This is an optimization exercise on Yosys and OpenROAD, whose aim is small area, not a production implementation. At most, simulation tests tie the RTL to the original design; equivalence was not proved. Function not checked in runs 1 and 2: the RTL went through the layout flow alone. No activity file was given, so power comes from the tool's default toggle rates.

$ cat flow/run.sh
#!/bin/bash
# synth_recipe.tcl (not shown) runs the flow's synth.tcl, then flattens the netlist and writes it again
# the make line also repeats each setting of config.mk as NAME=value (left out here)
make -C /OpenROAD-flow-scripts/flow DESIGN_CONFIG=/design/flow/config.mk WORK_HOME=/design/flow/orfs CLKGATE_MAP_FILE= SYNTH_SCRIPT=/design/flow/synth_recipe.tcl finish
$ cat flow/design.v
module spy_chan (
    input  wire         clk,
    input  wire         rst,       
    input  wire         clr,       
    input  wire         push,      
    input  wire [7:0]   b,
    output wire         emit,      
    output wire         drop,      
    output wire         warn,      
    output wire [247:0] buf_o,     
    output reg          have_sync,
    output reg          resync_pending,
    output wire [4:0]   fill,
    output wire [4:0]   drop_run,
    output reg  [15:0]  desync_cnt
);
    reg [247:0] buf_q;
    reg         full;      
    reg [4:0]   x;         
    assign buf_o = buf_q;
    wire [15:0] mt    = buf_q[15:0];
    wire        valid = (&mt) || (mt <= 16'd11);
    assign emit = push && full && valid;
    assign drop = push && full && !valid;
    assign warn = drop && (&x);
    assign fill     = full ? 5'd31 : x;
    assign drop_run = full ? x : 5'd0;
    always @(posedge clk) begin
        if (push)
            buf_q <= {b, buf_q[247:8]};
    end
    always @(posedge clk) begin
        if (rst || clr) begin
            full           <= 1'b0;
            x              <= 5'd0;
            have_sync      <= 1'b0;
            resync_pending <= 1'b0;
            desync_cnt     <= 16'd0;
        end else if (push) begin
            if (!full) begin
                if (x == 5'd30) begin
                    full <= 1'b1;
                    x    <= 5'd0;
                end else begin
                    x    <= x + 5'd1;
                end
            end else if (valid) begin
                full           <= 1'b0;
                x              <= 5'd0;
                have_sync      <= 1'b1;
                resync_pending <= 1'b0;
            end else begin
                x              <= x + 5'd1;
                have_sync      <= 1'b0;
                resync_pending <= 1'b1;
                if ((&x) && !(&desync_cnt))
                    desync_cnt <= desync_cnt + 16'd1;
            end
        end
    end
endmodule
module spy_sync (
    input  wire         clk,
    input  wire         rst,          
    input  wire [3:0]   op,           
    input  wire [1:0]   op_ch,        
    input  wire [7:0]   op_arg,       
    output reg          res_valid,
    output wire [7:0]   res_err,
    output reg  [1:0]   res_status,
    output reg  [15:0]  res_value,
    output wire         ev_kind,
    output wire [1:0]   ev_channel,
    output wire         ev_resync,
    output wire [15:0]  ev_mtype,
    output wire [255:0] ev_frame
);
    localparam OP_NOP     = 4'h0;
    localparam OP_SPYBYTE = 4'h8;
    localparam OP_SPYPOP  = 4'h9;
    localparam OP_SPYRST  = 4'hA;
    localparam OP_RDSTAT  = 4'hF;
    wire is_byte = (op == OP_SPYBYTE);
    wire ch_ok   = !op_ch[1];
    wire is_pop  = (op == OP_SPYPOP);
    wire is_rst  = (op == OP_SPYRST);
    wire is_stat = (op == OP_RDSTAT);
    wire legal   = (op == OP_NOP) || is_byte || is_pop || is_rst || is_stat;
    wire sel     = op_ch[0];
    wire         emit0, drop0, warn0, hs0, rp0;
    wire         emit1, drop1, warn1, hs1, rp1;
    wire [247:0] buf0, buf1;
    wire [4:0]   fill0, fill1, dr0, dr1;
    wire [15:0]  dc0, dc1;
    spy_chan u_ch0 (
        .clk(clk), .rst(rst), .clr(is_rst),
        .push(is_byte && ch_ok && !sel), .b(op_arg),
        .emit(emit0), .drop(drop0), .warn(warn0), .buf_o(buf0),
        .have_sync(hs0), .resync_pending(rp0),
        .fill(fill0), .drop_run(dr0), .desync_cnt(dc0)
    );
    spy_chan u_ch1 (
        .clk(clk), .rst(rst), .clr(is_rst),
        .push(is_byte && ch_ok && sel), .b(op_arg),
        .emit(emit1), .drop(drop1), .warn(warn1), .buf_o(buf1),
        .have_sync(hs1), .resync_pending(rp1),
        .fill(fill1), .drop_run(dr1), .desync_cnt(dc1)
    );
    wire ch_emit = emit0 | emit1;
    wire ch_drop = drop0 | drop1;
    wire ch_warn = warn0 | warn1;
    wire new_ev  = ch_emit | ch_warn;
    reg [239:0] q_frame [0:3];    
    reg [3:0]   q_code  [0:3];
    reg [3:0]   q_ch, q_rs;
    reg [1:0]   head;
    reg [2:0]   cnt;
    reg [15:0]  ev_dropped;
    wire         q_full  = cnt[2];
    wire         q_empty = (cnt == 3'd0);
    wire [1:0]   widx    = head + cnt[1:0];
    wire [247:0] wbuf    = sel ? buf1 : buf0;
    always @(posedge clk) begin
        if (new_ev) begin
            q_frame[widx] <= {op_arg, wbuf[247:16]};
            q_code[widx]  <= ch_warn ? 4'hC : wbuf[3:0];
            q_ch[widx]    <= sel;
            q_rs[widx]    <= ch_warn | (sel ? rp1 : rp0);
        end
    end
    always @(posedge clk) begin
        if (rst || is_rst) begin
            head       <= 2'd0;
            cnt        <= 3'd0;
            ev_dropped <= 16'd0;
        end else if (new_ev) begin
            if (q_full) begin
                head <= head + 2'd1;
                if (!(&ev_dropped))
                    ev_dropped <= ev_dropped + 16'd1;
            end else begin
                cnt <= cnt + 3'd1;
            end
        end else if (is_pop && !q_empty) begin
            head <= head + 2'd1;
            cnt  <= cnt - 3'd1;
        end
    end
    wire [1:0] pidx  = head - 2'd1;
    wire [3:0] pcode = q_code[pidx];
    wire       ffff  = &pcode;
    assign ev_kind    = (pcode == 4'hC);
    assign ev_channel = {1'b0, q_ch[pidx]};
    assign ev_resync  = q_rs[pidx];
    assign ev_mtype   = {{12{ffff}}, pcode[3:2] & {2{!ev_kind}}, pcode[1:0]};
    assign ev_frame   = {q_frame[pidx], {12{ffff}}, pcode};
    reg e_any, e_ill;
    assign res_err = {1'b0, e_any, 1'b0, e_any, {4{e_ill}}};
    reg       s_q;      
    reg       s_c;      
    reg [2:0] s_a;      
    always @(posedge clk) begin
        if (rst)
            res_valid <= 1'b0;
        else
            res_valid <= (op != OP_NOP);
        e_ill <= !legal;
        e_any <= !legal || (is_byte && !ch_ok);
        res_status <= is_pop ? {1'b0, !q_empty} : {ch_drop, ch_emit};
        s_q <= (op_arg == 8'd7) || (op_arg == 8'd8);
        s_c <= (op_arg[7:3] == 5'b00010);
        s_a <= op_arg[2:0];
    end
    always @(*) begin
        res_value = 16'h0000;
        if (s_q)
            res_value = s_a[0] ? {13'd0, cnt} : ev_dropped;
        else if (s_c) begin
            case ({s_a[2], s_a[1:0]})
                3'd0: res_value = {14'd0, rp0, hs0};
                3'd1: res_value = {11'd0, fill0};
                3'd2: res_value = {11'd0, dr0};
                3'd3: res_value = dc0;
                3'd4: res_value = {14'd0, rp1, hs1};
                3'd5: res_value = {11'd0, fill1};
                3'd6: res_value = {11'd0, dr1};
                default: res_value = dc1;
            endcase
        end
    end
endmodule
$ cat flow/config.mk
export PLATFORM = sky130hd
export DESIGN_NAME = spy_sync
export DESIGN_NICKNAME = spy_sync
export VERILOG_FILES = /design/flow/design.v
export SDC_FILE = /design/flow/constraint.sdc
export NUM_CORES = 4
export LEC_CHECK = 0
export ABC_AREA = 1
export CAP_MARGIN = 20
export CORE_MARGIN = 2
export CORE_UTILIZATION = 40
export SLEW_MARGIN = 20
$ cat flow/constraint.sdc
create_clock -name core_clock -period 10.0 [get_ports {clk}]
set_input_delay 2.0000 -clock core_clock [delete_from_list [all_inputs] [get_ports {clk}]]
set_output_delay 2.0000 -clock core_clock [all_outputs]
set_load 0.01 [all_outputs]
==> results.py, run 1 <==
metrics = {
    "layout": {
        "finish.cell_count_without_fillers": 6523,
        "drive_gt1_share_pct": 6.62,
        "mostFrequentLayoutCell": "sky130_fd_sc_hd__edfxtp_1",
        "area_growth_syn_to_layout_pct": 17.4,
        "postLayoutCoreUtil_pct": 47.4,
        "n_antenna_cell": 0,
        "layout_common_cells": "sky130_fd_sc_hd__edfxtp_1, sky130_fd_sc_hd__nand2_1, sky130_fd_sc_hd__clkdlybuf4s50_1",
        "fin_nets": 4512,
    },
    "timing": {
        "setup_tns_ns": 0,
        "timing.final.crit_share_pct": 68.1,
        "final.min_clock_period_ns": 6.81,
        "final-setup-viol-count": 0,
        "timing_max_transition_violations_final": 0,
        "finClkSkew_ns": 0.0283,
        "slew-limit-headroom_pct": 23.1,
        "rsz0062_at_grt": "no",
        "max_slew.worst_pin.slew_ns": 1.15,
        "hold_viol": 0,
        "timing.fmax_mhz": 147,
    },
    "critical_path": {
        "ff2ff_path_depth": 11,
        "slowest_stage": "sky130_fd_sc_hd__inv_8",
        "critical_path_buf_inv_count": 4,
        "slowest_delay_ns": 0.75,
        "critical_path_class": "register to primary output",
        "worst_path_dominant_cell_family": "buffers and inverters",
        "timing.rr.end": "q_frame[3][227]",
        "worst_path_most_repeated_cell": "sky130_fd_sc_hd__buf_4",
        "path_max_fanout": 144,
        "worst-endpoint-required_ns": 8.00,
        "arrival_ns": 4.81,
        "reg2reg_slack_ns": 5.50,
        "r2r_start": "head[0]",
        "crit_path_start_kind": "register",
        "crit_path_cell_trace": "inv_8 > buf_4 > buf_4 > nand2_1 > a21oi_1 > a221o_1 > clkdlybuf4s50_1",
        "endpoint_kind": "primary output",
    },
    "global_routing": {
        "largest_net_degree_at_the_start_of_global_routing": 209,
        "first_pass_grt_wire_length_mm": 218,
        "overall_routing_resource_usage_pct": 19.3,
        "number_of_antenna_violations_at_the_first_check_in_global_routing": 3,
        "globalRouteOverflowTotal": 0,
        "grt_pass1_vias": 32900,
    },
    "synth": {
        "yosysUniqueCellTypes": 51,
        "seq_area_frac_synth_pct": 78.0,
        "post_synthesis_cell_area_mm2": 0.0590,
        "asyncSetResetFlopFracSynth_pct": 0,
        "ys.flop_type": "sky130_fd_sc_hd__edfxtp_1",
        "syn-instance-count": 4199,
        "yosys_warnings": 2,
        "synthesis.area_per_instance_um2": 14.0,
        "synth-edff-count": 1480,
        "synth.ff_latch_count": 1559,
    },
    "floorplan": {
        "placement_rows": 140,
        "die_y_um": 388,
        "fp.dieArea_mm2": 0.151,
        "floorplan.die.width_um": 388,
        "initial_utilization_pct": 40.4,
        "core-area_mm2": 0.146,
        "io-pin-count": 319,
    },
    "drt": {
        "final_ant_viol_nets": 0,
        "number_of_detailed_routing_iterations_run_before_antenna_repair": 6,
        "drt-total-wl_mm": 149,
        "wl_per_cell_um": 22.8,
        "via_per_inst": 5.32,
        "routed-via-count": 34700,
        "drt-initial-drc-count": 3753,
        "drc": 0,
    },
    "placed_design": {
        "global_placement_routability_congestion": 0.858,
        "place_hpwl_mm": 87.5,
        "port_buffers": 315,
        "place.detailed.instances": 6227,
    },
    "min_path": {
        "hold_path_depth": 0,
        "min_path_type": "register to register",
        "min_to": "u_ch0.buf_q[100]",
        "holdCritStartpoint": "u_ch0.buf_q[108]",
    },
    "outcome": {
        "status": "complete, no violations",
    },
    "cts": {
        "postCtsHoldBufs": 0,
        "clock_buffer_count_from_cts": 161,
        "clock_tree.buffer_depth": 3,
        "cts.reportedPaths.clkPinSlew_ns": 0.06,
        "cts.repair_timing.setup_buffer_count": 0,
        "clock_insertion_delay_worst_skew_ns": 0.79,
        "clock_tree_from_tritoncts": "yes",
        "clock_tree.root_cell": "sky130_fd_sc_hd__clkbuf_16",
        "tritoncts_num_sinks": 1559,
        "post_cts_resized": 0,
        "h-tree-depth": 4,
    },
    "pwr": {
        "pwr_density_cell_mw_per_mm2": 193,
        "p_leak_nw": 23.8,
        "maximum_vdd_drop_mv": 0.126,
    },
    "flow_run": {
        "max_cap_viol_count": 0,
    },
}
cell usage after synthesis (10+ instances only):
cell                       count  area, µm²
sky130_fd_sc_hd__inv_1       108        405
sky130_fd_sc_hd__buf_1        12       45.0
sky130_fd_sc_hd__buf_4        35        263
sky130_fd_sc_hd__nor4_1       10       62.6
sky130_fd_sc_hd__a22oi_1      11       82.6
sky130_fd_sc_hd__nor2_1       82        308
sky130_fd_sc_hd__a21oi_1     306       1530
sky130_fd_sc_hd__nand4_1      33        206
sky130_fd_sc_hd__nand2_1    1342       5040
sky130_fd_sc_hd__edfxtp_1   1480      44400
sky130_fd_sc_hd__a221o_1     242       2420
sky130_fd_sc_hd__buf_2        25        125
sky130_fd_sc_hd__xor2_1       33        289
sky130_fd_sc_hd__o21ai_0      31        155
sky130_fd_sc_hd__dfxtp_1      79       1580
sky130_fd_sc_hd__o22ai_1      27        169
sky130_fd_sc_hd__nor3_1       17       85.1
sky130_fd_sc_hd__ha_1         20        250
sky130_fd_sc_hd__nand3_1      64        320
sky130_fd_sc_hd__clkbuf_1    171        642
final cells by class:
| cell class | instances | area (µm²) |
|---|---|---|
| fillers | 12700 | 76800 |
| flip-flops and latches | 1559 | 46000 |
| multi-input cells | 2279 | 11500 |
| clock buffers | 197 | 4260 |
| repair buffers | 358 | 3640 |
| well taps | 1917 | 2400 |
| clock inverters | 96 | 990 |
| inverters | 117 | 469 |
power by group:
| part | switching [W] | internal, W |
|---|---|---|
| sequential | 0.0000103 | 0.00711 |
| combinational | 0.000192 | 0.0000764 |
| clock | 0.00253 | 0.00346 |
state kept, by name (all words and copies together) (netlist names), 2 cells and up:
register          cells
cnt                   3
ev_dropped           16
head                  2
q_ch                  4
q_code               16
q_frame             960
q_rs                  4
res_status            2
s_a                   3
u_ch0.buf_q         248
u_ch0.desync_cnt     16
u_ch0.x               5
u_ch1.buf_q         248
u_ch1.desync_cnt     16
u_ch1.x               5
per-stage QoR:
stage	hold slack [ns]	total power, W	setup WS [ns]	cell area (µm²)
after floorplan	0.427	0.00741	-3.86	59000
after global placement	0.427	0.00752	3.71	63900
after detailed placement	0.432	0.00753	3.64	63900
after CTS	0.434	0.0135	3.16	69200
after global routing	0.448	0.0137	3.00	69300
final	0.442	0.0134	3.19	69300
cell families after synthesis:
group,synth area share (%)
AOI/OAI and AO/OA,7.69
xor gates and xnor gates,0.609
adders and majority gates,0.424
buffers and inverters,2.62
DFF,78.0
other,0.00636
and+or+nand+nor,10.6
how the worst max path moves through the flow:
stage | start | endpoint | slack [ns] | cells after the start
floorplan | op_ch[0] | q_code[0][0] | -3.86 | 8
global placement | op_ch[0] | q_frame[3][237] | 3.71 | 10
detailed placement | op_ch[0] | q_frame[3][213] | 3.64 | 10
CTS | head[1] | ev_frame[158] | 3.16 | 7
global route | head[1] | ev_frame[157] | 3.00 | 7
finish | head[1] | ev_frame[158] | 3.19 | 7
metal layers:
layer	up-vias	GRT usage (%)	part of all wire, %	wire length, µm
met5	-	0	0	0
met4	0	5.04	2.1	3140
met3	206	3.65	6.7	9950
met2	1187	30.1	47	69600
met1	17400	27.7	44	66100
li1	15900	-	-	-
==> run 2: changes to the inputs <==
--- a/flow/config.mk
+++ b/flow/config.mk
@@ -11,2 +11,3 @@
 export CORE_UTILIZATION = 40
+export CTS_BUF_LIST = sky130_fd_sc_hd__clkbuf_4 sky130_fd_sc_hd__clkbuf_8
 export SLEW_MARGIN = 20
==> run 2 against run 1 <==
Clock power down 7.7%. Die area stayed put. Setup slack worse by 0.13 ns. Power down 3.5%. First-iteration DRC count is 4.5% lower. Via count rose by 1.4%. Largest cell class unchanged.
==> results.py, run 2 <==
metrics = {
    "critical_path": {
        "endpoint_kind": "primary output",
        "worst-endpoint-required_ns": 8.00,
        "worst_path_most_repeated_cell": "sky130_fd_sc_hd__buf_4",
        "crit_path_cell_trace": "inv_8 > buf_4 > buf_4 > nand2_1 > a21oi_1 > a221o_1 > clkdlybuf4s50_1",
        "slowest_stage": "sky130_fd_sc_hd__inv_8",
        "slowest_delay_ns": 0.75,
        "crit_path_start_kind": "register",
        "critical_path_class": "register to primary output",
        "arrival_ns": 4.94,
        "path_max_fanout": 144,
    },
    "min_path": {
        "min_path_type": "register to register",
    },
    "cts": {
        "tritoncts_num_sinks": 1559,
        "post_cts_resized": 0,
        "clock_buffer_count_from_cts": 274,
        "clock_tree.root_cell": "sky130_fd_sc_hd__clkbuf_8",
        "postCtsHoldBufs": 0,
        "h-tree-depth": 5,
        "cts.repair_timing.setup_buffer_count": 0,
        "clock_insertion_delay_worst_skew_ns": 0.99,
        "clock_tree_from_tritoncts": "yes",
        "clock_tree.buffer_depth": 4,
        "cts.reportedPaths.clkPinSlew_ns": 0.06,
    },
    "timing": {
        "max_slew.worst_pin.slew_ns": 1.07,
        "finClkSkew_ns": 0.0632,
        "timing.final.crit_share_pct": 69.4,
        "rsz0062_at_grt": "no",
        "timing_max_transition_violations_final": 0,
        "setup_tns_ns": 0,
        "final.min_clock_period_ns": 6.94,
        "hold_viol": 0,
        "timing.fmax_mhz": 144,
        "final-setup-viol-count": 0,
        "slew-limit-headroom_pct": 29.0,
    },
    "synth": {
        "yosys_warnings": 2,
        "syn-instance-count": 4199,
        "synth.ff_latch_count": 1559,
        "ys.flop_type": "sky130_fd_sc_hd__edfxtp_1",
        "synth_top_cells_by_area": "sky130_fd_sc_hd__edfxtp_1, sky130_fd_sc_hd__nand2_1, sky130_fd_sc_hd__a221o_1",
        "post_synth_most_frequent_cells": "sky130_fd_sc_hd__edfxtp_1, sky130_fd_sc_hd__nand2_1, sky130_fd_sc_hd__a21oi_1",
        "synthesis.area_per_instance_um2": 14.0,
        "synthDominantAreaCellType": "sky130_fd_sc_hd__edfxtp_1",
        "yosysMostFrequentCell": "sky130_fd_sc_hd__edfxtp_1",
        "post_synthesis_cell_area_mm2": 0.0590,
        "asyncSetResetFlopFracSynth_pct": 0,
        "synth-edff-count": 1480,
        "yosysTopAreaCellShare_pct": 75.3,
        "yosysUniqueCellTypes": 51,
        "seq_area_frac_synth_pct": 78.0,
    },
    "floorplan": {
        "placement_rows": 140,
        "io-pin-count": 319,
        "floorplan.die.width_um": 388,
        "core-area_mm2": 0.146,
        "die_y_um": 388,
        "initial_utilization_pct": 40.4,
        "fp.dieArea_mm2": 0.151,
    },
    "placed_design": {
        "place_hpwl_mm": 87.5,
        "global_placement_routability_congestion": 0.858,
        "port_buffers": 315,
    },
    "global_routing": {
        "largest_net_degree_at_the_start_of_global_routing": 209,
        "first_pass_grt_wire_length_mm": 220,
        "globalRouteOverflowTotal": 0,
        "grt_pass1_vias": 33800,
        "number_of_antenna_violations_at_the_first_check_in_global_routing": 5,
        "overall_routing_resource_usage_pct": 19.5,
    },
    "layout": {
        "biggestRegsByFlops": "q_frame (960), u_ch0.buf_q (248), u_ch1.buf_q (248)",
        "area_growth_syn_to_layout_pct": 17.0,
        "largest-register": "q_frame",
        "drive_gt1_share_pct": 10.1,
        "fin_nets": 4625,
        "largest_register_ffs": 960,
        "layout_common_cells": "sky130_fd_sc_hd__edfxtp_1, sky130_fd_sc_hd__nand2_1, sky130_fd_sc_hd__clkdlybuf4s50_1",
        "mostFrequentLayoutCell": "sky130_fd_sc_hd__edfxtp_1",
    },
    "drt": {
        "wl_per_cell_um": 22.5,
        "final_ant_viol_nets": 0,
        "drt-total-wl_mm": 150,
        "routed-via-count": 35200,
        "via_per_inst": 5.26,
        "drt-initial-drc-count": 3584,
        "number_of_detailed_routing_iterations_run_before_antenna_repair": 5,
        "drc": 0,
    },
    "pwr": {
        "p_leak_nw": 23.9,
        "maximum_vdd_drop_mv": 0.112,
        "pwr_density_cell_mw_per_mm2": 187,
        "fin_total_pwr_w": 0.0129,
    },
    "flow_run": {
        "max_cap_viol_count": 0,
    },
    "outcome": {
        "status": "complete, no violations",
    },
}
-- run 2: cell counts after synthesis --
No cell type changed its count.
-- run 2: where the power goes --
part / switching [W] / total, W / internal (W)
Clock: 0.00248 / 0.00552 / 0.00304
Sequential: 0.0000103 / 0.00712 / 0.00711
Combinational: 0.000192 / 0.000269 / 0.0000764
Total: 0.00268 / 0.0129 / 0.0102
-- run 2: final timing paths --
path | from | to | slack, ns | depth (start not counted)
min reg2reg | u_ch0.buf_q[77] | u_ch0.buf_q[69] | 0.40 | 0
max | head[1] | ev_frame[158] | 3.06 | 7
max reg2reg | head[0] | q_frame[3][152] | 5.46 | 11
min | u_ch0.buf_q[77] | u_ch0.buf_q[69] | 0.40 | 0
-- run 2: cells by family after synthesis --
logic type / after synthesis / synth area share [%]
simple gates: 1575 / 10.6
flops: 1559 / 78.0
compound gates: 640 / 7.69
buf+inv: 363 / 2.62
xor+xnor: 41 / 0.609
fa+ha+maj: 20 / 0.424
other cells: 1 / 0.00636
-- run 2: area by class of cell --
cell class | instances | area (µm²)
antenna | 3 | 7.51
clock buffer | 374 | 4570
clock inverter | 75 | 438
fill | 12800 | 77100
inverter | 117 | 469
multi-input combinational | 2279 | 11500
sequential | 1559 | 46000
tap | 1917 | 2400
timing repair buffer | 358 | 3640
-- run 2: stage by stage --
step                util [%]  setup slack [ns]  instances  hold slack [ns]  cell area (µm²)
global placement        43.7              3.71       6225            0.427            63900
detailed placement      43.8              3.64       6227            0.432            63900
floorplan                  -             -3.86       4201            0.427            59000
global route            47.3              2.79       6681            0.418            69000
finish                  47.3              3.06       6682            0.403            69000
CTS                     47.2              2.96       6676            0.402            68900
-- run 2: critical path, delay by kind of cell, from the launching register on --
| family | cells | cell delay, ns |
|---|---|---|
| compound gates | 2 | 0.51 |
| buf+inv | 4 | 2.77 |
| flops | 1 | 0.41 |
| simple gates | 1 | 0.13 |
-- run 2: per-layer routing --
metal | track usage [%] | routed length, µm | vias up
met5 | 0 | 0 | -
met4 | 6.18 | 3750 | 0
met3 | 5.44 | 12200 | 239
met2 | 29.7 | 69300 | 1290
met1 | 26.9 | 65200 | 17500
li1 | - | - | 16100
==> run 3: changes to the inputs <==
--- a/flow/design.v
+++ b/flow/design.v
@@ -112,5 +112,4 @@
     wire new_ev  = ch_emit | ch_warn;
-    reg [239:0] q_frame [0:3];    
-    reg [3:0]   q_code  [0:3];
-    reg [3:0]   q_ch, q_rs;
+    reg [255:0] q_frame [0:3];
+    reg [3:0]   q_kind, q_ch, q_rs;
     reg [1:0]   head;
@@ -118,10 +117,10 @@
     reg [15:0]  ev_dropped;
-    wire         q_full  = cnt[2];
-    wire         q_empty = (cnt == 3'd0);
-    wire [1:0]   widx    = head + cnt[1:0];
-    wire [247:0] wbuf    = sel ? buf1 : buf0;
+    wire       q_full  = cnt[2];
+    wire       q_empty = (cnt == 3'd0);
+    wire [1:0] widx    = head + cnt[1:0];
+    wire [255:0] win   = {op_arg, sel ? buf1 : buf0};
     always @(posedge clk) begin
         if (new_ev) begin
-            q_frame[widx] <= {op_arg, wbuf[247:16]};
-            q_code[widx]  <= ch_warn ? 4'hC : wbuf[3:0];
+            q_frame[widx] <= win;
+            q_kind[widx]  <= ch_warn;
             q_ch[widx]    <= sel;
@@ -148,10 +147,8 @@
     end
-    wire [1:0] pidx  = head - 2'd1;
-    wire [3:0] pcode = q_code[pidx];
-    wire       ffff  = &pcode;
-    assign ev_kind    = (pcode == 4'hC);
+    wire [1:0] pidx = head - 2'd1;
+    assign ev_frame   = q_frame[pidx];
+    assign ev_kind    = q_kind[pidx];
     assign ev_channel = {1'b0, q_ch[pidx]};
     assign ev_resync  = q_rs[pidx];
-    assign ev_mtype   = {{12{ffff}}, pcode[3:2] & {2{!ev_kind}}, pcode[1:0]};
-    assign ev_frame   = {q_frame[pidx], {12{ffff}}, pcode};
+    assign ev_mtype   = ev_kind ? 16'h0000 : ev_frame[15:0];
     reg e_any, e_ill;
--- a/flow/config.mk
+++ b/flow/config.mk
@@ -7,3 +7,2 @@
 export LEC_CHECK = 0
-export ABC_AREA = 1
 export CAP_MARGIN = 20
@@ -11,3 +10,2 @@
 export CORE_UTILIZATION = 40
-export CTS_BUF_LIST = sky130_fd_sc_hd__clkbuf_4 sky130_fd_sc_hd__clkbuf_8
 export SLEW_MARGIN = 20
==> run 3 against run 2 <==
Still clean. First-iteration DRC count is 36% lower. Synthesized area is 2.0% higher. Global-route usage is 2.7 points lower. Clock skew is 0.034 ns lower. Highest routed layer unchanged.
==> results.py, run 3 <==
metrics = {
    "critical_path": {
        "endpoint_kind": "primary output",
        "slowest_delay_ns": 0.78,
        "arrival_ns": 4.14,
        "ff2ff_path_depth": 6,
        "path_max_fanout": 119,
        "cp_num_cells": 4,
        "worst_path_dominant_cell_family": "buffers and inverters",
        "slowest_stage": "sky130_fd_sc_hd__dfxtp_4",
        "crit_path_cell_trace": "buf_12 > buf_4 > mux4_2 > clkdlybuf4s50_1",
        "critical_path_buf_inv_count": 3,
        "worst-endpoint-required_ns": 8.00,
        "critical_path_class": "register to primary output",
        "crit_path_start_kind": "register",
    },
    "cts": {
        "postCtsHoldBufs": 0,
        "clock_insertion_delay_worst_skew_ns": 0.79,
        "clock_tree.root_cell": "sky130_fd_sc_hd__clkbuf_16",
        "post_cts_resized": 0,
        "cts.repair_timing.setup_buffer_count": 0,
        "clock_tree.buffer_depth": 3,
        "clock_tree_from_tritoncts": "yes",
        "cts.reportedPaths.clkPinSlew_ns": 0.06,
        "tritoncts_num_sinks": 1611,
        "clock_buffer_count_from_cts": 166,
        "h-tree-depth": 4,
    },
    "synth": {
        "synthDominantAreaCellType": "sky130_fd_sc_hd__edfxtp_1",
        "syn-instance-count": 2780,
        "yosysMostFrequentCell": "sky130_fd_sc_hd__edfxtp_1",
        "post_synth_most_frequent_cells": "sky130_fd_sc_hd__edfxtp_1, sky130_fd_sc_hd__mux4_2, sky130_fd_sc_hd__mux2_2",
        "synth-edff-count": 1532,
        "synthesis.area_per_instance_um2": 21.7,
        "synth.ff_latch_count": 1611,
        "ys.flop_type": "sky130_fd_sc_hd__edfxtp_1",
        "post_synthesis_cell_area_mm2": 0.0602,
        "synth_top_cells_by_area": "sky130_fd_sc_hd__edfxtp_1, sky130_fd_sc_hd__mux4_2, sky130_fd_sc_hd__mux2_2",
        "yosysUniqueCellTypes": 70,
        "asyncSetResetFlopFracSynth_pct": 0,
        "seq_area_frac_synth_pct": 79.1,
        "yosysTopAreaCellShare_pct": 76.4,
        "yosys_warnings": 2,
    },
    "timing": {
        "timing.final.crit_share_pct": 61.4,
        "final-setup-viol-count": 0,
        "finClkSkew_ns": 0.0293,
        "timing.fmax_mhz": 163,
        "rsz0062_at_grt": "no",
        "slew-limit-headroom_pct": 26.8,
        "setup_tns_ns": 0,
        "final.min_clock_period_ns": 6.14,
        "final.hold.worst_slack_ns": 0.429,
        "max_slew.worst_pin.slew_ns": 1.10,
        "hold_viol": 0,
        "timing_max_transition_violations_final": 0,
    },
    "floorplan": {
        "initial_utilization_pct": 40.2,
        "placement_rows": 142,
        "io-pin-count": 319,
        "core-area_mm2": 0.150,
        "die_y_um": 392,
        "fp.dieArea_mm2": 0.154,
        "floorplan.die.width_um": 392,
    },
    "layout": {
        "fin_nets": 3207,
        "n_antenna_cell": 0,
        "area_growth_syn_to_layout_pct": 18.2,
        "drive_gt1_share_pct": 24.3,
        "layout_common_cells": "sky130_fd_sc_hd__edfxtp_1, sky130_fd_sc_hd__clkdlybuf4s50_1, sky130_fd_sc_hd__mux4_2",
        "mostFrequentLayoutCell": "sky130_fd_sc_hd__edfxtp_1",
        "largest-register": "q_frame",
        "largest_register_ffs": 1024,
        "biggestRegsByFlops": "q_frame (1024), u_ch0.buf_q (248), u_ch1.buf_q (248)",
    },
    "pwr": {
        "comb_power_share_pct": 1.6,
        "pwr_density_cell_mw_per_mm2": 192,
        "internal-power_w": 0.0110,
        "pwr-share-clk_pct": 44.7,
        "power_frac_seq_pct": 53.7,
        "p_sw_share_pct": 19.8,
        "p_leak_nw": 21.9,
        "p_sw_w": 0.00271,
        "maximum_vdd_drop_mv": 0.134,
    },
    "drt": {
        "wl_per_cell_um": 24.2,
        "via_per_inst": 5.22,
        "routed-via-count": 27800,
        "final_ant_viol_nets": 0,
        "number_of_detailed_routing_iterations_run_before_antenna_repair": 5,
        "drt-total-wl_mm": 129,
        "drt-initial-drc-count": 2277,
        "drc": 0,
    },
    "global_routing": {
        "grt_pass1_vias": 27900,
        "largest_net_degree_at_the_start_of_global_routing": 124,
        "first_pass_grt_wire_length_mm": 189,
        "overall_routing_resource_usage_pct": 16.7,
        "globalRouteOverflowTotal": 0,
        "number_of_antenna_violations_at_the_first_check_in_global_routing": 3,
    },
    "placed_design": {
        "global_placement_routability_congestion": 0.818,
        "place_hpwl_mm": 76.1,
        "port_buffers": 315,
    },
    "min_path": {
        "hold_path_depth": 0,
        "min_path_type": "register to register",
    },
    "flow_run": {
        "max_cap_viol_count": 0,
    },
    "outcome": {
        "status": "complete, no violations",
    },
}
[run 3: worst paths after layout]
path                    start                to  slack, ns
max                   head[1]     ev_frame[143]       3.86
min          u_ch1.buf_q[109]  u_ch1.buf_q[101]       0.43
max reg2reg   u_ch1.buf_q[10]   q_frame[1][155]       5.53
min reg2reg  u_ch1.buf_q[109]  u_ch1.buf_q[101]       0.43
[run 3: per-stage QoR]
| stage | utilization, % | instances | area, µm² | worst slack (ns) | total power, W |
|---|---|---|---|---|---|
| after floorplan | - | 2782 | 60200 | 0.0596 | 0.00763 |
| after detailed placement | 43.9 | 5019 | 65700 | 3.44 | 0.00772 |
| final | 47.6 | 5328 | 71200 | 3.86 | 0.0137 |
| after global routing | 47.6 | 5328 | 71200 | 3.68 | 0.0141 |
| after global placement | 43.9 | 5019 | 65700 | 3.52 | 0.00771 |
| after CTS | 47.6 | 5328 | 71200 | 3.64 | 0.0138 |
[run 3: kinds of logic (layout without fill, tap and decap cells)]
logic type	count (synthesis)	count (layout)	share of synthesized area (%)
AND/OR/NAND/NOR	285	285	2.64
adder cells (fa/ha/maj)	20	20	0.416
other	1	3	0.00623
buffers and inverters	163	693	1.14
multiplexers	528	528	14.7
XOR/XNOR	41	41	0.597
flip-flops	1611	1611	79.1
AO/OA/AOI/OAI	131	131	1.44
[run 3: cell type report]
class / count / area, µm²
clock buffer: 210 / 4380
clock inverter: 99 / 1040
fill: 12400 / 78400
inverter: 40 / 165
multi-input combinational: 1008 / 12000
sequential: 1611 / 47600
tap: 2016 / 2520
timing repair buffer: 344 / 3510
[run 3: power groups by stage]
| stage | Clock, W | Sequential (W) | Combinational, W |
|---|---|---|---|
| 2_1_floorplan | 0 | 0.00748 | 0.000149 |
| 5_1_grt | 0.00653 | 0.00734 | 0.000241 |
| 3_5_place_dp | 0 | 0.00749 | 0.000227 |
| 3_3_place_gp | 0 | 0.00749 | 0.000224 |
| 6_report | 0.00612 | 0.00735 | 0.000223 |
| 4_1_cts | 0.00627 | 0.00735 | 0.000227 |
[run 3: routing by layer]
layer	up-vias	routed length (µm)	GRT usage (%)
met5	-	0	0
met4	0	2520	4.43
met3	167	7030	3.27
met2	733	62400	26.4
met1	14700	57100	23.8
li1	12200	-	-
==> run 4: changes to the inputs <==
--- a/flow/design.v
+++ b/flow/design.v
@@ -112,18 +112,38 @@
     wire new_ev  = ch_emit | ch_warn;
-    reg [255:0] q_frame [0:3];
-    reg [3:0]   q_kind, q_ch, q_rs;
-    reg [1:0]   head;
-    reg [2:0]   cnt;
-    reg [15:0]  ev_dropped;
-    wire       q_full  = cnt[2];
-    wire       q_empty = (cnt == 3'd0);
-    wire [1:0] widx    = head + cnt[1:0];
-    wire [255:0] win   = {op_arg, sel ? buf1 : buf0};
-    always @(posedge clk) begin
-        if (new_ev) begin
-            q_frame[widx] <= win;
-            q_kind[widx]  <= ch_warn;
-            q_ch[widx]    <= sel;
-            q_rs[widx]    <= ch_warn | (sel ? rp1 : rp0);
-        end
+    localparam RW = 240 + 4 + 1 + 1;    
+    reg [RW-1:0] ring [0:2];
+    reg [RW-1:0] h;
+    reg          hv;
+    reg [2:0]    rhead;      
+    reg [1:0]    rcnt;       
+    reg [15:0]   ev_dropped;
+    wire [2:0]   total   = {2'b00, hv} + {1'b0, rcnt};
+    wire         q_empty = !hv && (rcnt == 2'd0);
+    wire         q_full  = hv && (rcnt == 2'd3);
+    wire         refill  = (!hv && (rcnt != 2'd0)) || (new_ev && q_full);
+    wire [247:0] wbuf    = sel ? buf1 : buf0;
+    wire [RW-1:0] new_rec = {op_arg, wbuf[247:16],
+                             ch_warn ? 4'hC : wbuf[3:0],
+                             sel, ch_warn | (sel ? rp1 : rp0)};
+    reg [2:0] wsel;
+    always @(*) begin
+        case (rcnt)
+            2'd1:    wsel = {rhead[1:0], rhead[2]};
+            2'd2:    wsel = {rhead[0], rhead[2:1]};
+            default: wsel = rhead;
+        endcase
+    end
+    genvar k;
+    generate
+        for (k = 0; k < 3; k = k + 1) begin : g_q
+            always @(posedge clk) begin
+                if (new_ev && wsel[k])
+                    ring[k] <= new_rec;
+            end
+        end
+    endgenerate
+    wire [2:0] hs = {3{refill}} & rhead;
+    always @(posedge clk) begin
+        h <= ({RW{hs[0]}} & ring[0]) | ({RW{hs[1]}} & ring[1])
+           | ({RW{hs[2]}} & ring[2]) | ({RW{!refill}} & h);
     end
@@ -131,24 +151,22 @@
         if (rst || is_rst) begin
-            head       <= 2'd0;
-            cnt        <= 3'd0;
+            hv         <= 1'b0;
+            rhead      <= 3'b001;
+            rcnt       <= 2'd0;
             ev_dropped <= 16'd0;
-        end else if (new_ev) begin
-            if (q_full) begin
-                head <= head + 2'd1;
-                if (!(&ev_dropped))
-                    ev_dropped <= ev_dropped + 16'd1;
-            end else begin
-                cnt <= cnt + 3'd1;
-            end
-        end else if (is_pop && !q_empty) begin
-            head <= head + 2'd1;
-            cnt  <= cnt - 3'd1;
-        end
-    end
-    wire [1:0] pidx = head - 2'd1;
-    assign ev_frame   = q_frame[pidx];
-    assign ev_kind    = q_kind[pidx];
-    assign ev_channel = {1'b0, q_ch[pidx]};
-    assign ev_resync  = q_rs[pidx];
-    assign ev_mtype   = ev_kind ? 16'h0000 : ev_frame[15:0];
+        end else begin
+            hv    <= !is_pop && (hv || refill);
+            if (refill)
+                rhead <= {rhead[1:0], rhead[2]};
+            rcnt  <= rcnt - {1'b0, refill} + {1'b0, new_ev};
+            if (new_ev && q_full && !(&ev_dropped))
+                ev_dropped <= ev_dropped + 16'd1;
+        end
+    end
+    wire [3:0] pcode = h[5:2];
+    wire       ffff  = &pcode;
+    assign ev_kind    = (pcode == 4'hC);
+    assign ev_channel = {1'b0, h[1]};
+    assign ev_resync  = h[0];
+    assign ev_mtype   = {{12{ffff}}, pcode[3:2] & {2{!ev_kind}}, pcode[1:0]};
+    assign ev_frame   = {h[RW-1:6], {12{ffff}}, pcode};
     reg e_any, e_ill;
@@ -173,3 +191,3 @@
         if (s_q)
-            res_value = s_a[0] ? {13'd0, cnt} : ev_dropped;
+            res_value = s_a[0] ? {13'd0, total} : ev_dropped;
         else if (s_c) begin
==> flow/flow/run.sh (new file) <==
#!/bin/bash
# Standard layout, with two changes to how it is built:
#  - ports are buffered with the smallest buffer (buf_1) instead of the
#    cell buffer_ports picks by default;
#  - CTS uses clkbuf_4 leaf clusters and inserts no dummy loads.
# Every tool's output goes to a log in this folder (and ORFS's own logs
# under orfs/logs).
set -euo pipefail
export BUFFER_PORTS_ARGS="-buffer_cell sky130_fd_sc_hd__buf_1"
export CTS_ARGS="-sink_clustering_enable -repair_clock_nets -dont_use_dummy_load -buf_list sky130_fd_sc_hd__clkbuf_4 -sink_clustering_size 10 -sink_clustering_max_diameter 40"
bash standard.sh > flow_make.log 2>&1
==> flow/standard.sh (new file) <==
#!/bin/bash
# synth_recipe.tcl (not shown) runs the flow's synth.tcl, then flattens the netlist and writes it again
# the make line also repeats each setting of config.mk as NAME=value (left out here)
make -C /OpenROAD-flow-scripts/flow DESIGN_CONFIG=/design/flow/config.mk WORK_HOME=/design/flow/orfs CLKGATE_MAP_FILE= SYNTH_SCRIPT=/design/flow/synth_recipe.tcl "${@:-finish}"
--- a/flow/config.mk
+++ b/flow/config.mk
@@ -10,2 +10,3 @@
 export CORE_UTILIZATION = 40
+export PLACE_DENSITY = 0.85
 export SLEW_MARGIN = 20
removed: flow/run.sh
==> run 4 against run 3 <==
Still clean. Die area fell by 8.6%. Setup slack improved by 0.20 ns. Final area fell by 17%. Cell count rose by 0.45%. Register-to-register slack improved by 0.38 ns. Power fell by 2.2%. Core utilization fell by 4.4 points. Wire length fell by 10%. Largest cell class unchanged.
==> results.py, run 4 <==
metrics = {
    "cts": {
        "clock_tree.root_cell": "sky130_fd_sc_hd__clkbuf_4",
        "clock_insertion_delay_worst_skew_ns": 1.18,
        "postCtsHoldBufs": 0,
        "clock_buffer_count_from_cts": 187,
        "h-tree-depth": 4,
        "clock_tree.buffer_depth": 3,
        "cts.repair_timing.setup_buffer_count": 0,
        "cts.reportedPaths.clkPinSlew_ns": 0.11,
        "tritoncts_num_sinks": 1560,
        "post_cts_resized": 0,
        "clock_tree_from_tritoncts": "yes",
    },
    "global_routing": {
        "grt_pass1_vias": 29100,
        "largest_net_degree_at_the_start_of_global_routing": 225,
        "globalRouteOverflowTotal": 0,
        "number_of_antenna_violations_at_the_first_check_in_global_routing": 3,
        "first_pass_grt_wire_length_mm": 173,
        "overall_routing_resource_usage_pct": 16.0,
    },
    "pwr": {
        "fin_total_pwr_w": 0.0134,
        "p_sw_w": 0.00412,
        "p_sw_share_pct": 30.8,
        "pwr_density_cell_mw_per_mm2": 226,
        "maximum_vdd_drop_mv": 0.277,
        "internal-power_w": 0.00926,
        "comb_power_share_pct": 21.1,
        "p_leak_nw": 18.5,
        "power_frac_seq_pct": 58.6,
        "pwr-share-clk_pct": 20.3,
    },
    "critical_path": {
        "slowest_delay_ns": 1.02,
        "slowest_stage": "sky130_fd_sc_hd__dfxtp_1",
        "critical_path_class": "register to primary output",
        "worst-endpoint-required_ns": 8.00,
        "path_max_fanout": 21,
        "crit_path_start_kind": "register",
        "crit_path_cell_trace": "o21ai_0 > a21boi_0 > a311o_1 > a221oi_1 > o31ai_1 > buf_1",
        "arrival_ns": 3.94,
        "endpoint_kind": "primary output",
    },
    "synth": {
        "synth-edff-count": 1234,
        "yosysUniqueCellTypes": 62,
        "yosysTopAreaCellShare_pct": 67.4,
        "seq_area_frac_synth_pct": 79.3,
        "synthesis.area_per_instance_um2": 16.9,
        "syn-instance-count": 3246,
        "post_synth_most_frequent_cells": "sky130_fd_sc_hd__edfxtp_1, sky130_fd_sc_hd__dfxtp_1, sky130_fd_sc_hd__nor2_1",
        "yosys_warnings": 3,
        "yosysMostFrequentCell": "sky130_fd_sc_hd__edfxtp_1",
        "synth.ff_latch_count": 1560,
        "ys.flop_type": "sky130_fd_sc_hd__edfxtp_1",
        "post_synthesis_cell_area_mm2": 0.0550,
        "synth_top_cells_by_area": "sky130_fd_sc_hd__edfxtp_1, sky130_fd_sc_hd__dfxtp_1, sky130_fd_sc_hd__mux2_2",
        "asyncSetResetFlopFracSynth_pct": 0,
        "synthDominantAreaCellType": "sky130_fd_sc_hd__edfxtp_1",
    },
    "floorplan": {
        "placement_rows": 136,
        "core-area_mm2": 0.137,
        "io-pin-count": 319,
        "floorplan.die.width_um": 375,
        "fp.dieArea_mm2": 0.140,
        "die_y_um": 375,
        "initial_utilization_pct": 40.1,
    },
    "layout": {
        "area_growth_syn_to_layout_pct": 7.63,
        "layout_common_cells": "sky130_fd_sc_hd__edfxtp_1, sky130_fd_sc_hd__dfxtp_1, sky130_fd_sc_hd__nor2_1, sky130_fd_sc_hd__buf_1, sky130_fd_sc_hd__a21oi_1",
        "drive_gt1_share_pct": 13.4,
        "largest-register": "ring",
        "biggestRegsByFlops": "ring (738), u_ch0.buf_q (248), u_ch1.buf_q (248)",
        "fin_nets": 3591,
        "mostFrequentLayoutCell": "sky130_fd_sc_hd__edfxtp_1",
        "largest_register_ffs": 738,
    },
    "timing": {
        "timing_max_transition_violations_final": 0,
        "final-setup-viol-count": 0,
        "final.min_clock_period_ns": 5.94,
        "rsz0062_at_grt": "no",
        "final.hold.worst_slack_ns": 0.352,
        "max_slew.worst_pin.slew_ns": 1.14,
        "hold_viol": 0,
        "slew-limit-headroom_pct": 24.0,
        "setup_tns_ns": 0,
        "timing.fmax_mhz": 168,
        "finClkSkew_ns": 0.197,
        "timing.final.crit_share_pct": 59.4,
        "post-route-worst-setup-slack_ns": 4.06,
    },
    "placed_design": {
        "port_buffers": 315,
        "place_hpwl_mm": 70.5,
        "placement.setup.worst_slack_ns": 3.93,
        "global_placement_routability_congestion": 0.845,
    },
    "drt": {
        "drc": 0,
        "drt-initial-drc-count": 3889,
        "final_ant_viol_nets": 0,
        "number_of_detailed_routing_iterations_run_before_antenna_repair": 9,
        "routed-via-count": 29700,
        "via_per_inst": 5.55,
        "wl_per_cell_um": 21.7,
        "drt-total-wl_mm": 116,
    },
    "outcome": {
        "status": "complete, no violations",
    },
    "min_path": {
        "min_path_type": "register to register",
    },
    "flow_run": {
        "max_cap_viol_count": 0,
    },
}
==> run 4: cell types whose count changed after synthesis, moves of 17 or more <==
cell,previous run,this run
sky130_fd_sc_hd__inv_1,40,15
sky130_fd_sc_hd__dfxtp_1,79,326
sky130_fd_sc_hd__a222oi_1,0,246
sky130_fd_sc_hd__buf_4,9,35
sky130_fd_sc_hd__edfxtp_1,1532,1234
sky130_fd_sc_hd__mux2_2,255,236
sky130_fd_sc_hd__a21oi_1,24,276
sky130_fd_sc_hd__clkbuf_1,72,131
sky130_fd_sc_hd__buf_2,21,56
sky130_fd_sc_hd__mux4_2,259,0
sky130_fd_sc_hd__xnor2_1,22,5
sky130_fd_sc_hd__nor2_1,70,315
==> run 4: final timing paths <==
check | from | to | slack [ns] | cells after the start
max reg2reg | u_ch0.buf_q[11] | ring[2][141] | 5.91 | 7
max | s_a[2] | res_value[0] | 4.06 | 6
min reg2reg | u_ch0.buf_q[16] | u_ch0.buf_q[8] | 0.35 | 0
min | u_ch0.buf_q[16] | u_ch0.buf_q[8] | 0.35 | 0
==> run 4: logic make-up after synthesis <==
kind of cell	after synthesis	synth area share (%)
other	1	0.00682
buffers and inverters	240	2.01
muxes	259	5.26
xor gates and xnor gates	33	0.526
AOI/OAI and AO/OA	611	8.10
adders and majority gates	18	0.405
DFF	1560	79.3
and+or+nand+nor	524	4.39
==> run 4: stage by stage <==
step	cell area, µm²	instances	utilization (%)
after CTS	59100	5350	43.2
after detailed placement	57700	5163	42.1
final	59100	5352	43.2
after floorplan	55000	3248	-
after global routing	59100	5352	43.2
after global placement	57700	5163	42.1
==> run 4: power groups by stage <==
stage	sequential [W]	combinational [W]	clock (W)
6_report	0.00784	0.00283	0.00272
3_5_place_dp	0.00799	0.00283	0
3_3_place_gp	0.00796	0.00275	0
5_1_grt	0.00790	0.00313	0.00302
2_1_floorplan	0.00811	0.00175	0
4_1_cts	0.00784	0.00285	0.00280
==> run 4: area by class of cell <==
cell class	count	area, µm²
well taps	1794	2240
flip-flops and latches	1560	43600
clock buffers	187	1400
inverters	15	71.3
multi-input cells	1448	10300
fillers	11500	77800
diodes	2	5.00
repair buffers	346	1510
==> run 4: per-layer routing <==
metal  up-vias  global-route usage [%]  part of all wire, %
met2      1315                    26.9                   50
li1      13400                       -                    -
met5         -                       0                    0
met4         0                    7.07                  3.7
met1     14800                    19.6                   38
met3       232                    3.86                  8.1
==> run 4: critical path: cells and delay by family (launching register included) <==
kind | cells | cell delay [ns]
buf+inv | 1 | 0.20
flops | 1 | 1.02
compound gates | 5 | 1.53
==> run 5: changes to the inputs <==
--- a/flow/config.mk
+++ b/flow/config.mk
@@ -10,3 +10,2 @@
 export CORE_UTILIZATION = 40
-export PLACE_DENSITY = 0.85
 export SLEW_MARGIN = 20
==> run 5 against run 4 <==
Count of clock-buffer cells in the layout grew 18. Highest routed layer unchanged. Clock skew is 0.034 ns lower. Largest cell class unchanged. Via count down 2.5%. Largest power group unchanged. Synthesized cell count unchanged. Sequential power about the same.
==> results.py, run 5 <==
metrics = {
    "cts": {
        "clock_tree.buffer_depth": 3,
        "clock_buffer_count_from_cts": 205,
        "h-tree-depth": 4,
        "clock_tree.root_cell": "sky130_fd_sc_hd__clkbuf_4",
        "cts.repair_timing.setup_buffer_count": 0,
        "clock_insertion_delay_worst_skew_ns": 1.22,
        "clock_tree_from_tritoncts": "yes",
        "postCtsHoldBufs": 0,
        "post_cts_resized": 0,
        "tritoncts_num_sinks": 1560,
        "cts.reportedPaths.clkPinSlew_ns": 0.10,
    },
    "synth": {
        "synth-edff-count": 1234,
        "synth_top_cells_by_area": "sky130_fd_sc_hd__edfxtp_1, sky130_fd_sc_hd__dfxtp_1, sky130_fd_sc_hd__mux2_2",
        "yosysMostFrequentCell": "sky130_fd_sc_hd__edfxtp_1",
        "ys.flop_type": "sky130_fd_sc_hd__edfxtp_1",
        "seq_area_frac_synth_pct": 79.3,
        "synthDominantAreaCellType": "sky130_fd_sc_hd__edfxtp_1",
        "synth.ff_latch_count": 1560,
        "post_synthesis_cell_area_mm2": 0.0550,
        "yosysTopAreaCellShare_pct": 67.4,
        "post_synth_most_frequent_cells": "sky130_fd_sc_hd__edfxtp_1, sky130_fd_sc_hd__dfxtp_1, sky130_fd_sc_hd__nor2_1",
        "synthesis.area_per_instance_um2": 16.9,
        "yosys_warnings": 3,
        "yosysUniqueCellTypes": 62,
        "syn-instance-count": 3246,
        "asyncSetResetFlopFracSynth_pct": 0,
    },
    "global_routing": {
        "first_pass_grt_wire_length_mm": 176,
        "largest_net_degree_at_the_start_of_global_routing": 205,
        "number_of_antenna_violations_at_the_first_check_in_global_routing": 3,
        "overall_routing_resource_usage_pct": 16.4,
        "grt_pass1_vias": 28100,
        "globalRouteOverflowTotal": 0,
    },
    "layout": {
        "mostFrequentLayoutCell": "sky130_fd_sc_hd__edfxtp_1",
        "layout_common_cells": "sky130_fd_sc_hd__edfxtp_1, sky130_fd_sc_hd__dfxtp_1, sky130_fd_sc_hd__nor2_1, sky130_fd_sc_hd__buf_1, sky130_fd_sc_hd__a21oi_1",
        "largest_register_ffs": 738,
        "largest-register": "ring",
        "finish.cell_count_without_fillers": 5371,
        "biggestRegsByFlops": "ring (738), u_ch0.buf_q (248), u_ch1.buf_q (248)",
        "drive_gt1_share_pct": 13.7,
        "postLayoutCoreUtil_pct": 43.3,
        "area_growth_syn_to_layout_pct": 7.91,
        "fin_nets": 3606,
    },
    "timing": {
        "slew-limit-headroom_pct": 15.5,
        "max_slew.worst_pin.slew_ns": 1.27,
        "post-route-worst-setup-slack_ns": 4.11,
        "hold_viol": 0,
        "finClkSkew_ns": 0.163,
        "final-setup-viol-count": 0,
        "final.min_clock_period_ns": 5.89,
        "timing.final.crit_share_pct": 58.9,
        "timing.fmax_mhz": 170,
        "rsz0062_at_grt": "no",
        "timing_max_transition_violations_final": 0,
    },
    "floorplan": {
        "io-pin-count": 319,
        "die_y_um": 375,
        "initial_utilization_pct": 40.1,
        "floorplan.die.width_um": 375,
        "placement_rows": 136,
        "fp.dieArea_mm2": 0.140,
        "core-area_mm2": 0.137,
    },
    "critical_path": {
        "crit_path_start_kind": "register",
        "path_max_fanout": 21,
        "arrival_ns": 3.89,
        "worst-endpoint-required_ns": 8.00,
        "endpoint_kind": "primary output",
        "critical_path_class": "register to primary output",
    },
    "drt": {
        "drt-initial-drc-count": 3140,
        "drt-total-wl_mm": 118,
        "via_per_inst": 5.39,
        "routed-via-count": 29000,
        "drc": 0,
        "wl_per_cell_um": 22.0,
        "final_ant_viol_nets": 0,
        "number_of_detailed_routing_iterations_run_before_antenna_repair": 8,
    },
    "outcome": {
        "status": "complete, no violations",
    },
    "pwr": {
        "maximum_vdd_drop_mv": 0.219,
        "pwr_density_cell_mw_per_mm2": 228,
        "fin_total_pwr_w": 0.0135,
        "p_leak_nw": 18.6,
    },
    "placed_design": {
        "port_buffers": 315,
        "global_placement_routability_congestion": 0.795,
        "placement.setup.worst_slack_ns": 4.25,
        "place_hpwl_mm": 66.7,
        "place.detailed.instances": 5160,
    },
    "min_path": {
        "min_path_type": "register to register",
    },
    "flow_run": {
        "max_cap_viol_count": 0,
    },
}
==> run 5: cell types whose count changed in the layout (fill, tap and decap cells not counted), sizes merged <==
cell,change
clkbuf,+18
buf,-3
diode,+4
==> run 5: logic make-up after synthesis <==
kind of cell	share of synthesized area (%)
fa+ha+maj	0.405
other cells	0.00682
flops	79.3
simple gates	4.39
buf+inv	2.01
mux	5.26
compound gates	8.10
xor+xnor	0.526
==> run 5: layer usage <==
layer	track usage (%)	routed length, µm
met5	0	0
met4	5.01	2470
met3	3.15	6560
met2	26.4	56900
met1	22.6	52200
==> run 5: metrics by stage <==
step / instance area [µm²] / hold slack [ns] / TNS (ns)
after floorplan: 55000 / 0.420 / -2504.58
after global placement: 57700 / 0.424 / 0
after detailed placement: 57700 / 0.429 / 0
after CTS: 59300 / 0.356 / 0
after global routing: 59300 / 0.385 / 0
final: 59300 / 0.375 / 0
==> run 5: area by class of cell <==
class | instances | area (µm²)
antenna | 6 | 15.0
clock buffer | 205 | 1540
fill | 12200 | 77700
inverter | 15 | 71.3
multi-input combinational | 1448 | 10300
sequential | 1560 | 43600
tap | 1794 | 2240
timing repair buffer | 343 | 1520
==> run 5: worst max-delay path, cell delays in order, from the launching register on <==
cell	delay [ns]
sky130_fd_sc_hd__dfxtp_1	0.99
sky130_fd_sc_hd__o21ai_0	0.26
sky130_fd_sc_hd__a21boi_0	0.56
sky130_fd_sc_hd__a311o_1	0.22
sky130_fd_sc_hd__a221oi_1	0.07
sky130_fd_sc_hd__o31ai_1	0.42
sky130_fd_sc_hd__buf_1	0.19
==> run 5: final timing paths <==
check | start | end | slack, ns | depth (start not counted)
max | s_a[2] | res_value[0] | 4.11 | 6
min | u_ch0.buf_q[153] | u_ch0.buf_q[145] | 0.37 | 0
max reg2reg | u_ch1.buf_q[14] | h[143] | 6.35 | 7
min reg2reg | u_ch0.buf_q[153] | u_ch0.buf_q[145] | 0.37 | 0
==> run 5: where the power goes <==
group | internal (W) | switching, W
Combinational | 0.000915 | 0.00186
Sequential | 0.00749 | 0.000362
Clock | 0.000934 | 0.00194
Total | 0.00934 | 0.00416
==> run 6: changes to the inputs <==
--- a/flow/config.mk
+++ b/flow/config.mk
@@ -9,3 +9,4 @@
 export CORE_MARGIN = 2
-export CORE_UTILIZATION = 40
+export CORE_UTILIZATION = 70
+export PLACE_DENSITY = 0.85
 export SLEW_MARGIN = 20
==> run 6 against run 5 <==
Clock skew decreased by 0.035 ns. Final area down 1.9%. Fmax rose by 5.8%. Critical endpoint unchanged. Combinational power barely moved. Register-to-register slack worse by 0.58 ns. Synthesized area did not move. First-iteration DRC count rose by 39%. Die area is 42% lower. Critical path depth stayed put.
==> results.py, run 6 <==
metrics = {
    "synth": {
        "syn-instance-count": 3246,
        "synth_top_cells_by_area": "sky130_fd_sc_hd__edfxtp_1, sky130_fd_sc_hd__dfxtp_1, sky130_fd_sc_hd__mux2_2",
        "synthesis.area_per_instance_um2": 16.9,
        "post_synthesis_cell_area_mm2": 0.0550,
        "ys.flop_type": "sky130_fd_sc_hd__edfxtp_1",
        "seq_area_frac_synth_pct": 79.3,
        "multiplexer_share_of_the_synthesized_area_pct": 5.26,
        "synth.ff_latch_count": 1560,
        "synth_compound_gate_area_share_pct": 8.10,
        "synth-edff-count": 1234,
        "yosys_warnings": 3,
        "yosysMostFrequentCell": "sky130_fd_sc_hd__edfxtp_1",
        "yosysTopAreaCellShare_pct": 67.4,
        "post_synth_most_frequent_cells": "sky130_fd_sc_hd__edfxtp_1, sky130_fd_sc_hd__dfxtp_1, sky130_fd_sc_hd__nor2_1",
        "synth_top_family_by_area": "compound AO/OA/AOI/OAI gates",
        "synthAdderAreaFrac_pct": 0.405,
        "asyncSetResetFlopFracSynth_pct": 0,
        "yosysUniqueCellTypes": 62,
        "synthSimpleGateAreaFrac_pct": 4.39,
        "yosys.area_share.xor_xnor_pct": 0.526,
        "synthDominantAreaCellType": "sky130_fd_sc_hd__edfxtp_1",
    },
    "timing": {
        "finClkSkew_ns": 0.128,
        "final-setup-viol-count": 0,
        "timing.fmax_mhz": 180,
        "timing_max_transition_violations_final": 0,
        "setup_tns_ns": 0,
        "hold_viol": 0,
        "max_slew.worst_pin.slew_ns": 1.10,
        "timing.final.crit_share_pct": 55.7,
        "rsz0062_at_grt": "no",
        "slew-limit-headroom_pct": 26.8,
        "post-route-worst-setup-slack_ns": 4.43,
        "final.min_clock_period_ns": 5.57,
    },
    "cts": {
        "cts.repair_timing.setup_buffer_count": 0,
        "cts.reportedPaths.clkPinSlew_ns": 0.10,
        "clock_tree.buffer_depth": 3,
        "clock_tree.root_cell": "sky130_fd_sc_hd__clkbuf_4",
        "postCtsHoldBufs": 0,
        "tritoncts_num_sinks": 1560,
        "clock_buffer_count_from_cts": 181,
        "clock_tree_from_tritoncts": "yes",
        "h-tree-depth": 4,
        "clock_insertion_delay_worst_skew_ns": 1.05,
        "post_cts_resized": 0,
    },
    "global_routing": {
        "grt_pass1_vias": 30000,
        "globalRouteOverflowTotal": 0,
        "number_of_antenna_violations_at_the_first_check_in_global_routing": 2,
        "largest_net_degree_at_the_start_of_global_routing": 184,
        "first_pass_grt_wire_length_mm": 171,
        "overall_routing_resource_usage_pct": 27.5,
    },
    "critical_path": {
        "slowest_stage": "sky130_fd_sc_hd__dfxtp_1",
        "critical_path_class": "register to primary output",
        "slowest_delay_ns": 0.99,
        "arrival_ns": 3.57,
        "crit_path_cell_trace": "o21ai_0 > a21boi_0 > a311o_1 > a221oi_1 > o31ai_1 > buf_1",
        "reg2reg_slack_ns": 5.77,
        "endpoint_kind": "primary output",
        "worst-endpoint-required_ns": 8.00,
        "path_max_fanout": 21,
        "crit_path_start_kind": "register",
    },
    "pwr": {
        "comb_power_share_pct": 21.0,
        "p_sw_w": 0.00406,
        "pwr_density_cell_mw_per_mm2": 228,
        "power_frac_seq_pct": 59.1,
        "p_sw_share_pct": 30.5,
        "maximum_vdd_drop_mv": 0.243,
        "pwr-share-clk_pct": 19.9,
        "internal-power_w": 0.00924,
        "p_leak_nw": 18.5,
    },
    "layout": {
        "largest_register_ffs": 738,
        "layout_common_cells": "sky130_fd_sc_hd__edfxtp_1, sky130_fd_sc_hd__dfxtp_1, sky130_fd_sc_hd__nor2_1, sky130_fd_sc_hd__buf_1, sky130_fd_sc_hd__a21oi_1",
        "biggestRegsByFlops": "ring (738), u_ch0.buf_q (248), u_ch1.buf_q (248)",
        "post_layout_instance_area_mm2": 0.0582,
        "postLayoutCoreUtil_pct": 75.0,
        "largest-register": "ring",
        "fin_nets": 3588,
        "mostFrequentLayoutCell": "sky130_fd_sc_hd__edfxtp_1",
        "drive_gt1_share_pct": 13.3,
        "finish.cell_count_without_fillers": 4596,
        "area_growth_syn_to_layout_pct": 5.89,
    },
    "outcome": {
        "status": "complete, no violations",
    },
    "flow_run": {
        "max_cap_viol_count": 0,
    },
    "drt": {
        "drc": 0,
        "drt-initial-drc-count": 4364,
        "wl_per_cell_um": 24.5,
        "number_of_detailed_routing_iterations_run_before_antenna_repair": 7,
        "routed-via-count": 30100,
        "drt-total-wl_mm": 112,
        "final_ant_viol_nets": 0,
        "via_per_inst": 6.55,
    },
    "placed_design": {
        "port_buffers": 315,
        "place_hpwl_mm": 67.1,
        "placement.setup.worst_slack_ns": 3.74,
        "place.detailed.instances": 4411,
        "cell_area_reported_after_detailed_placement_mm2": 0.0568,
        "global_placement_routability_congestion": 0.858,
    },
    "floorplan": {
        "initial_utilization_pct": 70.8,
        "core-area_mm2": 0.0776,
        "die_y_um": 284,
        "io-pin-count": 319,
        "fp.dieArea_mm2": 0.0808,
        "floorplan.die.width_um": 284,
        "placement_rows": 102,
    },
    "min_path": {
        "min_path_type": "register to register",
    },
}
run 6: cell counts after synthesis:
No cell type changed its count.
run 6: metrics by stage:
stage | hold WS (ns) | power, W
final | 0.398 | 0.0133
after global routing | 0.403 | 0.0139
after CTS | 0.390 | 0.0133
after detailed placement | 0.427 | 0.0108
after global placement | 0.425 | 0.0106
after floorplan | 0.420 | 0.00986
run 6: logic make-up after synthesis:
kind of cell | count (synthesis)
buffers and inverters | 240
AO/OA/AOI/OAI | 611
adder cells (fa/ha/maj) | 18
multiplexers | 259
flip-flops | 1560
XOR/XNOR | 33
other | 1
AND/OR/NAND/NOR | 524
run 6: power by group through the flow:
stage,registers [W],clock network (W),logic [W]
detailed placement,0.00802,0,0.00275
floorplan,0.00811,0,0.00175
global placement,0.00800,0,0.00263
global route,0.00792,0.00294,0.00306
finish,0.00786,0.00265,0.00279
CTS,0.00788,0.00269,0.00277
run 6: per-layer routing:
metal / share of wire, % / wire (µm) / up-vias / GRT usage (%)
li1: - / - / 13400 / -
met1: 38 / 42800 / 14900 / 36.5
met2: 50 / 56100 / 1579 / 45.2
met3: 8.9 / 10000 / 237 / 6.14
met4: 3.1 / 3520 / 2 / 10.4
met5: 0.012 / 13 / - / 0
run 6: worst max-delay path, delay by kind of cell (launching register included):
kind	cells	cell delay, ns
AOI/OAI and AO/OA	5	1.43
DFF	1	0.99
buffers and inverters	1	0.20
run 6: worst paths after layout:
| path | end | from | cells after the start |
|---|---|---|---|
| hold reg to reg | u_ch0.buf_q[151] | u_ch0.buf_q[159] | 0 |
| setup / recovery | res_value[0] | s_a[2] | 6 |
| setup reg to reg | ring[2][108] | u_ch1.buf_q[13] | 7 |
| hold / removal | u_ch0.buf_q[151] | u_ch0.buf_q[159] | 0 |
run 6: final cells by class:
cell class,instances,area [µm²]
repair buffers,349,1540
fillers,4478,19400
inverters,15,71.3
diodes,3,7.51
multi-input cells,1448,10300
well taps,1040,1300
clock buffers,181,1360
flip-flops and latches,1560,43600
==> run 7: changes to the inputs <==
==> flow/run.sh (new file) <==
#!/bin/bash
# synth_recipe.tcl (not shown) runs the flow's synth.tcl, then flattens the netlist and writes it again
# the make line also repeats each setting of config.mk as NAME=value (left out here)
make -C /OpenROAD-flow-scripts/flow DESIGN_CONFIG=/design/flow/config.mk WORK_HOME=/design/flow/orfs CLKGATE_MAP_FILE= SYNTH_SCRIPT=/design/flow/synth_recipe.tcl finish
--- a/flow/config.mk
+++ b/flow/config.mk
@@ -9,4 +9,6 @@
 export CORE_MARGIN = 2
-export CORE_UTILIZATION = 70
-export PLACE_DENSITY = 0.85
+export CORE_UTILIZATION = 40
+export CTS_BUF_LIST = sky130_fd_sc_hd__clkbuf_8
+export CTS_CLUSTER_DIAMETER = 50
+export CTS_CLUSTER_SIZE = 16
 export SLEW_MARGIN = 20
removed: flow/flow/run.sh
removed: flow/standard.sh
==> run 7 against run 6 <==
Power is 16% higher. Combinational power is 23% higher. Synthesized area stayed put. First-iteration DRC count is 27% lower. Clock skew is 0.082 ns lower.
==> results.py, run 7 <==
metrics = {
    "min_path": {
        "holdCritStartpoint": "u_ch0.buf_q[90]",
        "min_path_type": "register to register",
    },
    "layout": {
        "area_of_combinational_cells_with_multiple_inputs_mm2": 0.0103,
        "layout_common_cells": "sky130_fd_sc_hd__edfxtp_1, sky130_fd_sc_hd__dfxtp_1, sky130_fd_sc_hd__nor2_1, sky130_fd_sc_hd__clkdlybuf4s50_1, sky130_fd_sc_hd__a21oi_1",
        "mostFrequentLayoutCell": "sky130_fd_sc_hd__edfxtp_1",
        "fillers": 11800,
        "fin_nets": 3547,
        "layout.area.seq_mm2": 0.0436,
        "biggestRegsByFlops": "ring (738), u_ch0.buf_q (248), u_ch1.buf_q (248)",
    },
    "timing": {
        "final.min_clock_period_ns": 5.56,
        "final-setup-viol-count": 0,
        "hold_viol": 0,
        "slew-limit-headroom_pct": 24.0,
        "timing.fmax_mhz": 180,
    },
    "flow_run": {
        "max_cap_viol_count": 0,
    },
    "cts": {
        "tritoncts_num_sinks": 1560,
        "clock_insertion_delay_worst_skew_ns": 0.90,
        "clock_tree_from_tritoncts": "yes",
        "postCtsHoldBufs": 0,
        "clock_buffer_count_from_cts": 145,
    },
    "placed_design": {
        "port_buffers": 315,
        "global_placement_routability_congestion": 0.805,
        "cell_area_reported_after_detailed_placement_mm2": 0.0597,
        "placement.setup.worst_slack_ns": 4.13,
    },
    "pwr": {
        "maximum_vdd_drop_mv": 0.420,
        "pwr-share-clk_pct": 26.4,
        "power_frac_seq_pct": 51.3,
    },
    "synth": {
        "yosysTopAreaCellShare_pct": 67.4,
        "synth_top_cells_by_area": "sky130_fd_sc_hd__edfxtp_1, sky130_fd_sc_hd__dfxtp_1, sky130_fd_sc_hd__mux2_2",
        "post_synth_most_frequent_cells": "sky130_fd_sc_hd__edfxtp_1, sky130_fd_sc_hd__dfxtp_1, sky130_fd_sc_hd__nor2_1",
        "synthesis.area_per_instance_um2": 16.9,
        "synth-edff-count": 1234,
        "ys.flop_type": "sky130_fd_sc_hd__edfxtp_1",
        "yosysMostFrequentCell": "sky130_fd_sc_hd__edfxtp_1",
        "yosysUniqueCellTypes": 62,
    },
    "drt": {
        "drt-initial-drc-count": 3205,
        "final_ant_viol_nets": 0,
        "routed-via-count": 28800,
        "drc": 0,
    },
    "critical_path": {
        "reg2reg_slack_ns": 6.18,
        "slowest_delay_ns": 0.63,
        "crit_path_cell_trace": "nor2b_1 > nand2_1 > a21boi_0 > a221oi_1 > o31ai_1 > clkdlybuf4s50_1",
        "crit_start": "s_a[1]",
        "arrival_ns": 3.56,
    },
    "floorplan": {
        "io-pin-count": 319,
    },
    "global_routing": {
        "first_pass_grt_wire_length_mm": 177,
        "overall_routing_resource_usage_pct": 16.5,
        "grt_pass1_vias": 28000,
    },
    "outcome": {
        "status": "complete, no violations",
    },
}
## run 7: cell counts after synthesis
Identical to the previous run, type by type.
## run 7: cells by family after synthesis
kind of cell / count (synthesis) / share of synthesized area (%)
AOI/OAI and AO/OA: 611 / 8.10
other: 1 / 0.00682
and+or+nand+nor: 524 / 4.39
xor gates and xnor gates: 33 / 0.526
muxes: 259 / 5.26
buffers and inverters: 240 / 2.01
adders and majority gates: 18 / 0.405
DFF: 1560 / 79.3
## run 7: worst max path at each step
| stage | endpoint | slack (ns) |
|---|---|---|
| after detailed placement | u_ch1.buf_q[153] | 4.13 |
| final | res_value[1] | 4.44 |
| after global routing | res_value[1] | 4.20 |
| after floorplan | ring[0][0] | -3.39 |
| after global placement | u_ch1.buf_q[120] | 4.18 |
| after CTS | res_value[0] | 4.34 |
## run 7: final cells by class
type	count	area share, %
inverter	15	0.113
tap	1794	3.57
sequential	1560	69.3
antenna	1	0.00398
clock inverter	111	1.60
clock buffer	155	3.39
timing repair buffer	344	5.59
multi-input combinational	1448	16.4
## run 7: per-layer routing
metal  global-route usage, %  vias to the layer above  part of all wire, %
li1                        -                    13400                    -
met1                    22.9                    14500                   44
met2                    26.4                      841                   48
met3                    2.97                      177                  5.5
met4                    5.24                        0                  2.4
met5                       0                        -                    0
## run 7: power by group through the flow
| stage | clock network [W] | registers [W] | logic [W] |
|---|---|---|---|
| 2_1_floorplan | 0 | 0.00811 | 0.00175 |
| 3_3_place_gp | 0 | 0.00804 | 0.00342 |
| 3_5_place_dp | 0 | 0.00804 | 0.00346 |
| 4_1_cts | 0.00420 | 0.00790 | 0.00348 |
| 5_1_grt | 0.00444 | 0.00795 | 0.00374 |
| 6_report | 0.00406 | 0.00788 | 0.00342 |
## run 7: metrics by stage
stage	std cells	total power (W)	utilization [%]	setup TNS, ns
finish	5428	0.0154	45.9	0
global route	5428	0.0161	45.9	0
CTS	5426	0.0156	45.9	0
detailed placement	5160	0.0115	43.6	0
global placement	5160	0.0115	43.6	0
floorplan	3248	0.00986	-	-2504.58
## run 7: critical path: cells and delay by family (launching register included)
kind / cells / cell delay (ns)
compound gates: 3 / 1.10
buf+inv: 1 / 0.63
flops: 1 / 0.58
simple gates: 2 / 0.34

Setup slack of run 7, layout unchanged: 4.440 ns with ideal ports, 4.369 ns with driving cells assumed (clock clkbuf_16, inputs buf_2), 4.142 ns with port delays also shifted by the 0.948 ns mid clock arrival.
